Source: an optimization exercise on an open RTL-to-GDS flow (aim: small area and a short achievable clock period). Production flows keep margins and buffers that such runs may drop.
Only simulation tests tie the RTL to the original design; equivalence was not proved.
Power and IR drop assume default switching activity.

**run.sh**
```bash
#!/bin/bash
# synth_recipe.tcl (not shown) runs the flow's synth.tcl, then flattens the netlist and writes it again
# the make line also repeats each setting of config.mk as NAME=value (left out here)
make -C /OpenROAD-flow-scripts/flow DESIGN_CONFIG=/design/flow/config.mk WORK_HOME=/design/flow/orfs CLKGATE_MAP_FILE= SYNTH_SCRIPT=/design/flow/synth_recipe.tcl finish
```
**design.v**
```verilog
module lrdcc (
    input  wire        clk,
    input  wire        rst,        
    input  wire [6:0]  ev,         
    output reg         sc_valid,   
    output reg  [32:0] sc_word,    
    output reg  [7:0]  disp_out,
    output reg         act_up,
    output reg         act_dn
);
    localparam integer CNT_W   = 16;
    localparam integer FT_W    = 16;
    localparam integer SPEED_W = 32;
    localparam integer LIT_W   = 40;
    localparam integer SEG_W   = 8;
    localparam [31:0] TICK_RATE      = 32'd1000000;
    localparam [31:0] PPR            = 32'd2;
    localparam [31:0] MAX_SPEED      = 32'd10000;
    localparam [31:0] REDLINE_MARGIN = 32'd400;
    localparam [31:0] CEIL           = MAX_SPEED - REDLINE_MARGIN;
    localparam [31:0] RATE_NUM       = TICK_RATE * 60;
    localparam [7:0]  N_GREEN  = 8'd10;
    localparam [7:0]  N_YELLOW = 8'd10;
    localparam [7:0]  N_RED    = 8'd10;
    localparam [7:0]  TOTAL    = N_GREEN + N_YELLOW + N_RED;
    localparam [7:0]  BRIGHTNESS   = 8'h10;
    localparam [23:0] COLOR_GREEN  = 24'h00FF00;
    localparam [23:0] COLOR_YELLOW = 24'hFFFF00;
    localparam [23:0] COLOR_RED    = 24'hFF0000;
    localparam [23:0] COLOR_ALERT  = 24'hFF0000;
    localparam [FT_W-1:0] FLASH_PERIOD = 16'd1000;
    localparam [2:0]  GEAR_RESET = 3'd1;
    localparam [3:0] P_CHKS = 4'd0,  P_EST  = 4'd1,  P_MAP  = 4'd2,
                     P_CLR  = 4'd3,  P_SEG  = 4'd4,  P_CHKC = 4'd5,
                     P_SHUP = 4'd6,  P_DAU  = 4'd7,  P_DMU  = 4'd8,
                     P_CLU  = 4'd9,  P_SHDN = 4'd10, P_DAD  = 4'd11,
                     P_DMD  = 4'd12, P_CLD  = 4'd13;
    function [7:0] disp_assert;
        input [3:0] g;
        case (g)
            4'd1:    disp_assert = 8'h06;
            4'd2:    disp_assert = 8'h5B;
            4'd3:    disp_assert = 8'h4F;
            4'd4:    disp_assert = 8'h66;
            4'd5:    disp_assert = 8'h6D;
            4'd6:    disp_assert = 8'h7D;
            4'd7:    disp_assert = 8'h07;
            4'd8:    disp_assert = 8'h7F;
            4'd9:    disp_assert = 8'h6F;
            4'd10:   disp_assert = 8'h3F;
            default: disp_assert = 8'h00;
        endcase
    endfunction
    function [7:0] disp_deassert;
        input [3:0] g;
        case (g)
            4'd1:    disp_deassert = 8'h79;
            4'd2:    disp_deassert = 8'h24;
            4'd3:    disp_deassert = 8'h30;
            4'd4:    disp_deassert = 8'h19;
            4'd5:    disp_deassert = 8'h12;
            4'd6:    disp_deassert = 8'h02;
            4'd7:    disp_deassert = 8'h78;
            4'd8:    disp_deassert = 8'h00;
            4'd9:    disp_deassert = 8'h10;
            4'd10:   disp_deassert = 8'h40;
            default: disp_deassert = 8'h00;
        endcase
    endfunction
    function [23:0] seg_color;
        input [SEG_W-1:0] i;
        if (i < N_GREEN)
            seg_color = COLOR_GREEN;
        else if (i < N_GREEN + N_YELLOW)
            seg_color = COLOR_YELLOW;
        else
            seg_color = COLOR_RED;
    endfunction
    localparam [7:0] DISP_RESET = (8'h00 | disp_assert({1'b0, GEAR_RESET}))
                                  & ~disp_deassert({1'b0, GEAR_RESET});
    reg [CNT_W-1:0]   interval_counter;
    reg [CNT_W-1:0]   capture_sample;
    reg               speed_ready;
    reg [CNT_W-1:0]   sample_latch;
    reg [SPEED_W-1:0] speed_value;
    reg [FT_W-1:0]    flash_timer;
    reg [FT_W-1:0]    flash_compare;
    reg               flash_phase;
    reg [LIT_W-1:0]   lit_count;
    reg               redline;
    reg               phase_latch;
    reg [SEG_W-1:0]   seg_end;
    reg [SEG_W-1:0]   seg_idx;
    reg               req_up, req_dn;
    reg               confirm_up, confirm_dn;
    reg [2:0]         gear_index;
    reg [3:0]         phase;
    reg [CNT_W-1:0]   interval_counter_n;
    reg [CNT_W-1:0]   capture_sample_n;
    reg               speed_ready_n;
    reg [CNT_W-1:0]   sample_latch_n;
    reg [SPEED_W-1:0] speed_value_n;
    reg [FT_W-1:0]    flash_timer_n;
    reg [FT_W-1:0]    flash_compare_n;
    reg               flash_phase_n;
    reg [LIT_W-1:0]   lit_count_n;
    reg               redline_n;
    reg               phase_latch_n;
    reg [SEG_W-1:0]   seg_end_n;
    reg [SEG_W-1:0]   seg_idx_n;
    reg               act_up_n, act_dn_n;
    reg               req_up_n, req_dn_n;
    reg               confirm_up_n, confirm_dn_n;
    reg [2:0]         gear_index_n;
    reg [7:0]         disp_out_n;
    reg [3:0]         phase_n;
    reg               sc_valid_n;
    reg [32:0]        sc_word_n;
    wire [CNT_W+7:0]   est_divisor = sample_latch * PPR[7:0];
    wire [SPEED_W-1:0] est_dividend = RATE_NUM;
    wire [LIT_W-1:0]   map_product = speed_value * TOTAL;
    wire [13:0]        map_divisor = CEIL[13:0];
    reg [SPEED_W-1:0] est_quot;
    reg [CNT_W+8:0]   est_rem;
    reg [LIT_W-1:0]   map_lit;
    reg [14:0]        map_rem;
    integer k;
    always @* begin
        est_rem  = 0;
        est_quot = 0;
        for (k = SPEED_W - 1; k >= 0; k = k - 1) begin
            est_rem = {est_rem[CNT_W+7:0], est_dividend[k]};
            if (est_rem >= {1'b0, est_divisor}) begin
                est_rem     = est_rem - {1'b0, est_divisor};
                est_quot[k] = 1'b1;
            end
        end
    end
    always @* begin
        map_rem = 0;
        map_lit = 0;
        for (k = LIT_W - 1; k >= 0; k = k - 1) begin
            map_rem = {map_rem[13:0], map_product[k]};
            if (map_rem >= {1'b0, map_divisor}) begin
                map_rem    = map_rem - {1'b0, map_divisor};
                map_lit[k] = 1'b1;
            end
        end
    end
    wire map_red = (map_lit > TOTAL);
    reg [FT_W-1:0] ft_inc;
    always @* begin
        interval_counter_n = interval_counter;
        capture_sample_n   = capture_sample;
        speed_ready_n      = speed_ready;
        sample_latch_n     = sample_latch;
        speed_value_n      = speed_value;
        flash_timer_n      = flash_timer;
        flash_compare_n    = flash_compare;
        flash_phase_n      = flash_phase;
        lit_count_n        = lit_count;
        redline_n          = redline;
        phase_latch_n      = phase_latch;
        seg_end_n          = seg_end;
        seg_idx_n          = seg_idx;
        act_up_n           = act_up;
        act_dn_n           = act_dn;
        req_up_n           = req_up;
        req_dn_n           = req_dn;
        confirm_up_n       = confirm_up;
        confirm_dn_n       = confirm_dn;
        gear_index_n       = gear_index;
        disp_out_n         = disp_out;
        phase_n            = phase;
        sc_valid_n         = 1'b0;
        sc_word_n          = 33'd0;
        ft_inc             = flash_timer + 1'b1;
        case (phase)
            P_CHKS: begin
                if (speed_ready) begin
                    sample_latch_n = capture_sample;
                    speed_ready_n  = 1'b0;
                    phase_n        = P_EST;
                end else begin
                    phase_n = P_CHKC;
                end
            end
            P_EST: begin
                if (sample_latch == 0)
                    speed_value_n = 0;
                else
                    speed_value_n = est_quot;
                phase_n = P_MAP;
            end
            P_MAP: begin
                lit_count_n   = map_lit;
                redline_n     = map_red;
                phase_latch_n = flash_phase;
                if (map_red)
                    seg_end_n = flash_phase ? TOTAL : 8'd0;
                else
                    seg_end_n = map_lit[SEG_W-1:0];
                seg_idx_n = 0;
                phase_n   = P_CLR;
            end
            P_CLR: begin
                sc_valid_n = 1'b1;
                sc_word_n  = 33'd0;
                phase_n    = P_SEG;
            end
            P_SEG: begin
                if (seg_idx < seg_end) begin
                    sc_valid_n = 1'b1;
                    sc_word_n  = {1'b1, BRIGHTNESS,
                                  redline ? COLOR_ALERT : seg_color(seg_idx)};
                    seg_idx_n  = seg_idx + 1'b1;
                end else begin
                    phase_n = P_CHKC;
                end
            end
            P_CHKC: begin
                if (confirm_up || confirm_dn)
                    phase_n = P_SHUP;
                else
                    phase_n = P_CHKS;
            end
            P_SHUP: begin
                if (confirm_up && gear_index < 3'd6) begin
                    gear_index_n = gear_index + 1'b1;
                    phase_n      = P_DAU;
                end else begin
                    phase_n = P_SHDN;
                end
            end
            P_DAU: begin
                disp_out_n = disp_out | disp_assert({1'b0, gear_index});
                phase_n    = P_DMU;
            end
            P_DMU: begin
                disp_out_n = disp_out & ~disp_deassert({1'b0, gear_index});
                phase_n    = P_CLU;
            end
            P_CLU: begin
                confirm_up_n = 1'b0;
                phase_n      = P_SHDN;
            end
            P_SHDN: begin
                if (confirm_dn && gear_index > 3'd1) begin
                    gear_index_n = gear_index - 1'b1;
                    phase_n      = P_DAD;
                end else begin
                    phase_n = P_CHKS;
                end
            end
            P_DAD: begin
                disp_out_n = disp_out | disp_assert({1'b0, gear_index});
                phase_n    = P_DMD;
            end
            P_DMD: begin
                disp_out_n = disp_out & ~disp_deassert({1'b0, gear_index});
                phase_n    = P_CLD;
            end
            P_CLD: begin
                confirm_dn_n = 1'b0;
                phase_n      = P_CHKS;
            end
            default: phase_n = P_CHKS;
        endcase
        if (ev[6])                       
            interval_counter_n = interval_counter + 1'b1;
        if (ev[5]) begin                 
            flash_timer_n = ft_inc;
            if (ft_inc == flash_compare) begin
                flash_phase_n   = ~flash_phase;
                flash_compare_n = flash_compare + FLASH_PERIOD;
            end
        end
        if (ev[4]) begin                 
            capture_sample_n   = interval_counter_n;
            interval_counter_n = 0;
            speed_ready_n      = 1'b1;
        end
        if (ev[3]) begin                 
            act_up_n = 1'b1; act_dn_n = 1'b0;
            req_up_n = 1'b1; req_dn_n = 1'b0;
        end else if (ev[2]) begin        
            act_up_n = 1'b0; act_dn_n = 1'b1;
            req_up_n = 1'b0; req_dn_n = 1'b1;
        end else if (ev[1]) begin        
            act_up_n = 1'b0; act_dn_n = 1'b0;
            req_up_n = 1'b0; req_dn_n = 1'b0;
            confirm_up_n = 1'b1;
        end else if (ev[0]) begin        
            act_up_n = 1'b0; act_dn_n = 1'b0;
            req_up_n = 1'b0; req_dn_n = 1'b0;
            confirm_dn_n = 1'b1;
        end
    end
    always @(posedge clk) begin
        if (rst) begin
            interval_counter <= 0;
            capture_sample   <= 0;
            speed_ready      <= 1'b0;
            sample_latch     <= 0;
            speed_value      <= 0;
            flash_timer      <= 0;
            flash_compare    <= FLASH_PERIOD;
            flash_phase      <= 1'b0;
            lit_count        <= 0;
            redline          <= 1'b0;
            phase_latch      <= 1'b0;
            seg_end          <= 0;
            seg_idx          <= 0;
            act_up           <= 1'b0;
            act_dn           <= 1'b0;
            req_up           <= 1'b0;
            req_dn           <= 1'b0;
            confirm_up       <= 1'b0;
            confirm_dn       <= 1'b0;
            gear_index       <= GEAR_RESET;
            disp_out         <= DISP_RESET;
            phase            <= P_CHKS;
            sc_valid         <= 1'b0;
            sc_word          <= 33'd0;
        end else begin
            interval_counter <= interval_counter_n;
            capture_sample   <= capture_sample_n;
            speed_ready      <= speed_ready_n;
            sample_latch     <= sample_latch_n;
            speed_value      <= speed_value_n;
            flash_timer      <= flash_timer_n;
            flash_compare    <= flash_compare_n;
            flash_phase      <= flash_phase_n;
            lit_count        <= lit_count_n;
            redline          <= redline_n;
            phase_latch      <= phase_latch_n;
            seg_end          <= seg_end_n;
            seg_idx          <= seg_idx_n;
            act_up           <= act_up_n;
            act_dn           <= act_dn_n;
            req_up           <= req_up_n;
            req_dn           <= req_dn_n;
            confirm_up       <= confirm_up_n;
            confirm_dn       <= confirm_dn_n;
            gear_index       <= gear_index_n;
            disp_out         <= disp_out_n;
            phase            <= phase_n;
            sc_valid         <= sc_valid_n;
            sc_word          <= sc_word_n;
        end
    end
endmodule
```
**config.mk**
```make
export PLATFORM = sky130hd
export DESIGN_NAME = lrdcc
export DESIGN_NICKNAME = lrdcc
export VERILOG_FILES = /design/flow/design.v
export SDC_FILE = /design/flow/constraint.sdc
export NUM_CORES = 4
export LEC_CHECK = 0
export CAP_MARGIN = 20
export CORE_MARGIN = 2
export CORE_UTILIZATION = 40
export SLEW_MARGIN = 20
```
**constraint.sdc**
```tcl
create_clock -name core_clock -period 110.0 [get_ports {clk}]
set_input_delay 22.0000 -clock core_clock [delete_from_list [all_inputs] [get_ports {clk}]]
set_output_delay 22.0000 -clock core_clock [all_outputs]
set_load 0.01 [all_outputs]
```
==> run summary <==
metrics by stage:
step | instance area (µm²) | std cells
after floorplan | 55700 | 7556
after global placement | 57900 | 9348
after detailed placement | 57900 | 9348
after CTS | 58700 | 9394
after global routing | 61400 | 9577
final | 61400 | 9578
state kept, by name (all words and copies together) (netlist names), 3 cells and up:
signal / flops
speed_value: 32
phase: 4
seg_end: 8
gear_index: 3
disp_out: 7
interval_counter: 16
sample_latch: 16
flash_compare: 13
seg_idx: 8
flash_timer: 16
sc_word: 3
capture_sample: 16
per-layer routing:
| layer | wire, µm | global-route usage |
|---|---|---|
| met1 | 85500 | 0.338 |
| met2 | 84000 | 0.402 |
| met3 | 9180 | 0.0251 |
| met4 | 4890 | 0.0705 |
| met5 | 0 | 0 |
repair_timing:
| item | in CTS | in global routing |
|---|---|---|
| cloned | 3 | 8 |
| buffers inserted | 11 | 174 |
| endpoints found under the setup margin | 2 | 4 |
| pin swaps | 8 | 221 |
| resized for setup | 11 | 340 |
cell usage in the layout, fill, tap and decap left out, types with 227 or more instances in the layout:
cell type and n:
a21o_1 280, nand2_1 574, xnor2_1 329, o21ai_0 304, ha_1 532, nand3_1 227, nor2_1 760, a21oi_1 561
inv_1 295, buf_4 427
Yosys cell counts (27+ instances only):
library cell / number / area share
o21a_1: 72 / 0.0099
o21ai_1: 46 / 0.0042
o21ai_0: 419 / 0.038
buf_6: 53 / 0.011
or2_2: 44 / 0.0050
o211ai_1: 85 / 0.012
buf_4: 43 / 0.0059
and2_2: 29 / 0.0040
a21o_1: 282 / 0.039
nand3_1: 233 / 0.021
dfxtp_1: 150 / 0.055
nor2_1: 775 / 0.053
nand4_1: 92 / 0.010
xnor2_1: 332 / 0.053
ha_1: 549 / 0.13
nor2b_1: 58 / 0.0066
mux2_2: 89 / 0.018
a31oi_1: 85 / 0.0097
o31ai_1: 138 / 0.019
a211oi_1: 88 / 0.012
nand2b_1: 192 / 0.022
a21o_2: 54 / 0.0086
o211a_1: 27 / 0.0049
clkbuf_1: 118 / 0.0081
nand2_1: 586 / 0.040
fa_1: 71 / 0.026
inv_1: 318 / 0.022
nor4_1: 60 / 0.0068
o21bai_1: 48 / 0.0066
a21oi_2: 30 / 0.0048
nor3_1: 176 / 0.016
and2_1: 103 / 0.012
o22ai_1: 30 / 0.0034
a21oi_1: 634 / 0.058
and3_1: 56 / 0.0064
or3_1: 61 / 0.0070
a22oi_1: 50 / 0.0068
mux2i_1: 87 / 0.016
xor2_1: 149 / 0.024
layout make-up:
cell class	count	area, µm²
antenna	1	2.50
clock buffer	18	439
clock inverter	14	201
fill	13809	74400
inverter	327	1230
multi-input combinational	6798	50400
sequential	150	3010
tap	1781	2230
timing repair buffer	489	3950
cell families (layout without fill, tap and decap cells):
group,after synthesis,count (layout)
and+or+nand+nor,2810,2815
muxes,199,199
buffers and inverters,615,848
xor gates and xnor gates,487,487
AOI/OAI and AO/OA,2659,2661
adders and majority gates,620,620
DFF,150,150
other,1,17
==> run summary <==
outcome=complete, no violations; hold endpoint=seg_end[7]; power per cell area=7880 nW/µm²; Tcrit/Tclk final=0.941; cell family with most CP delay=compound AO/OA/AOI/OAI gates; CP Buf/Inv Count=27; Tmin final=103.53 ns; total routed wirelength=184000 µm; Slowest-stage cell, CP=or4_4; WP depth=654; net switching fraction of the power=0.585; Die Span Y=374 µm; Core ar.=136000 µm²; drt via density=6.11; Layout Utilization=0.452; Synth Area in Compound Gates=0.346; critical path startpoint category=flip-flop; DRT iter0 DRCs=4601; reg2reg path depth=654; I/O pin total=53; antenna violations before repair=2; IO buf count=36; max-cap violations=0; Final Wtd Congestion=0.950; PnR worst setup slack=6.47 ns; Initial Util=0.404; Reg clk slew, reported paths=0.08 ns; Synth Area in Simple Gates=0.270; CP arrival=103.89 ns; die area=140000 µm²; Flop pwr share=0; CTS H-tree lvls=4; Area Growth Syn to Fin=12.0%; Post-Syn Instances=7541; mux share of post-synthesis cell area=0.0402; worst-case clock buffer depth=2; largest net degree at the start of global routing=68; Post-CTS Hold Buffers=0; Setup CP Type=flip-flop to flip-flop; first-pass GRT wire length=288000 µm; first-pass detailed-route iteration total=5; post-synthesis adder-cell area fraction=0.151; mapped cell area=54900 µm²; total power=0.484 W; Post-synth top flop=dfxtp_1; CP most frequent cell=a21o_1; EDFF count, synth=0; NumNets Final=8412; Syn. warnings=1; Residual DRC=0; R2R Path Start=sample_latch[0]; CTS tree=done; routed via count=58563; tightest hold margin=0.443 ns; slowest stage delay, CP=0.57 ns; Setup Viol. Count Final=0; Setup TNS=0 ns; mean routed wirelength per cell=19.2 µm; leakage power=24.8 nW; Root Driver=clkbuf_16; Clk pwr share=0; main combinational cell family by area after synthesis=compound AO/OA/AOI/OAI gates; Hold Path Origin=seg_end[7]; number of global-route vias before repair=53651; CP endpoint kind=flip-flop; Seq cells post-synth=150; Critical Path End=speed_value[0]; Worst slew margin=0.225; Rows=135; antenna-violating nets left=0; Die Span X=374 µm; Mapped Avg Cell Area=7.28 µm²; worst setup path start=sample_latch[0]; post-DP HPWL=142000 µm; part of the power in combinational logic=1.000; Netlist cell types=196; Final Max Slew Viols=0; fmax=0.00966 GHz; register-to-register setup slack=6.47 ns; register area share after synthesis=0.0547; dpl ws=-1.89 ns; CTS Buf Count=17; Async SR Flop Fraction=0; GR Overflow Total=0; final hold viol count=0; CP required=110.36 ns; comb pwr=0.484 W; Hold Crit Class=flip-flop to flip-flop; Clock Sinks=150; Int Pwr=0.201 W; Sw Pwr=0.283 W; share of post-route cells with drive strength above 1=0.193; seq pwr=0.0000871 W; Hold Path Stages=2; R2R Path End=speed_value[0]; worst slew pin tran=1.15 ns; Total GRT Usage=0.245; Peak VDD IR=7830 µV; Leading power group=combinational cells; Clock Skews=0.0138 ns; worst skew pair latency=0.49 ns; Clk power=0.0000656 W; Post-Synth XOR/XNOR Area=0.0789; CP Max Fanout=14

## re-timing with driven ports
No port has a modelled driver above. Below, the same layout with a new extraction and two added sets of constraints.
Step 1, drivers: a clkbuf_16 drives clk and a buf_2 each remaining input, both assumed.
Step 2 times the ports against the registers' clock, not the clock port: input delays grow and output delays shrink by t, the midpoint of the rising clock arrivals with the driver on.
a / b / c = ideal ports / drivers / drivers and shift; a / b = the first two.
t (ns): 0.536
setup WS [ns]: 6.467 / 6.467 / 6.467
hold slack, ns: 0.443 / 0.443 / 0.443
clock arrival spread, ns: 0.015 / 0.014
slew at the worst register clock pin (ns): 0.08 / 0.08
After both steps setup and hold are still met in this run. For this run, drivers alone change the setup slack by 0.000 ns; drivers and shift together by 0.000 ns.
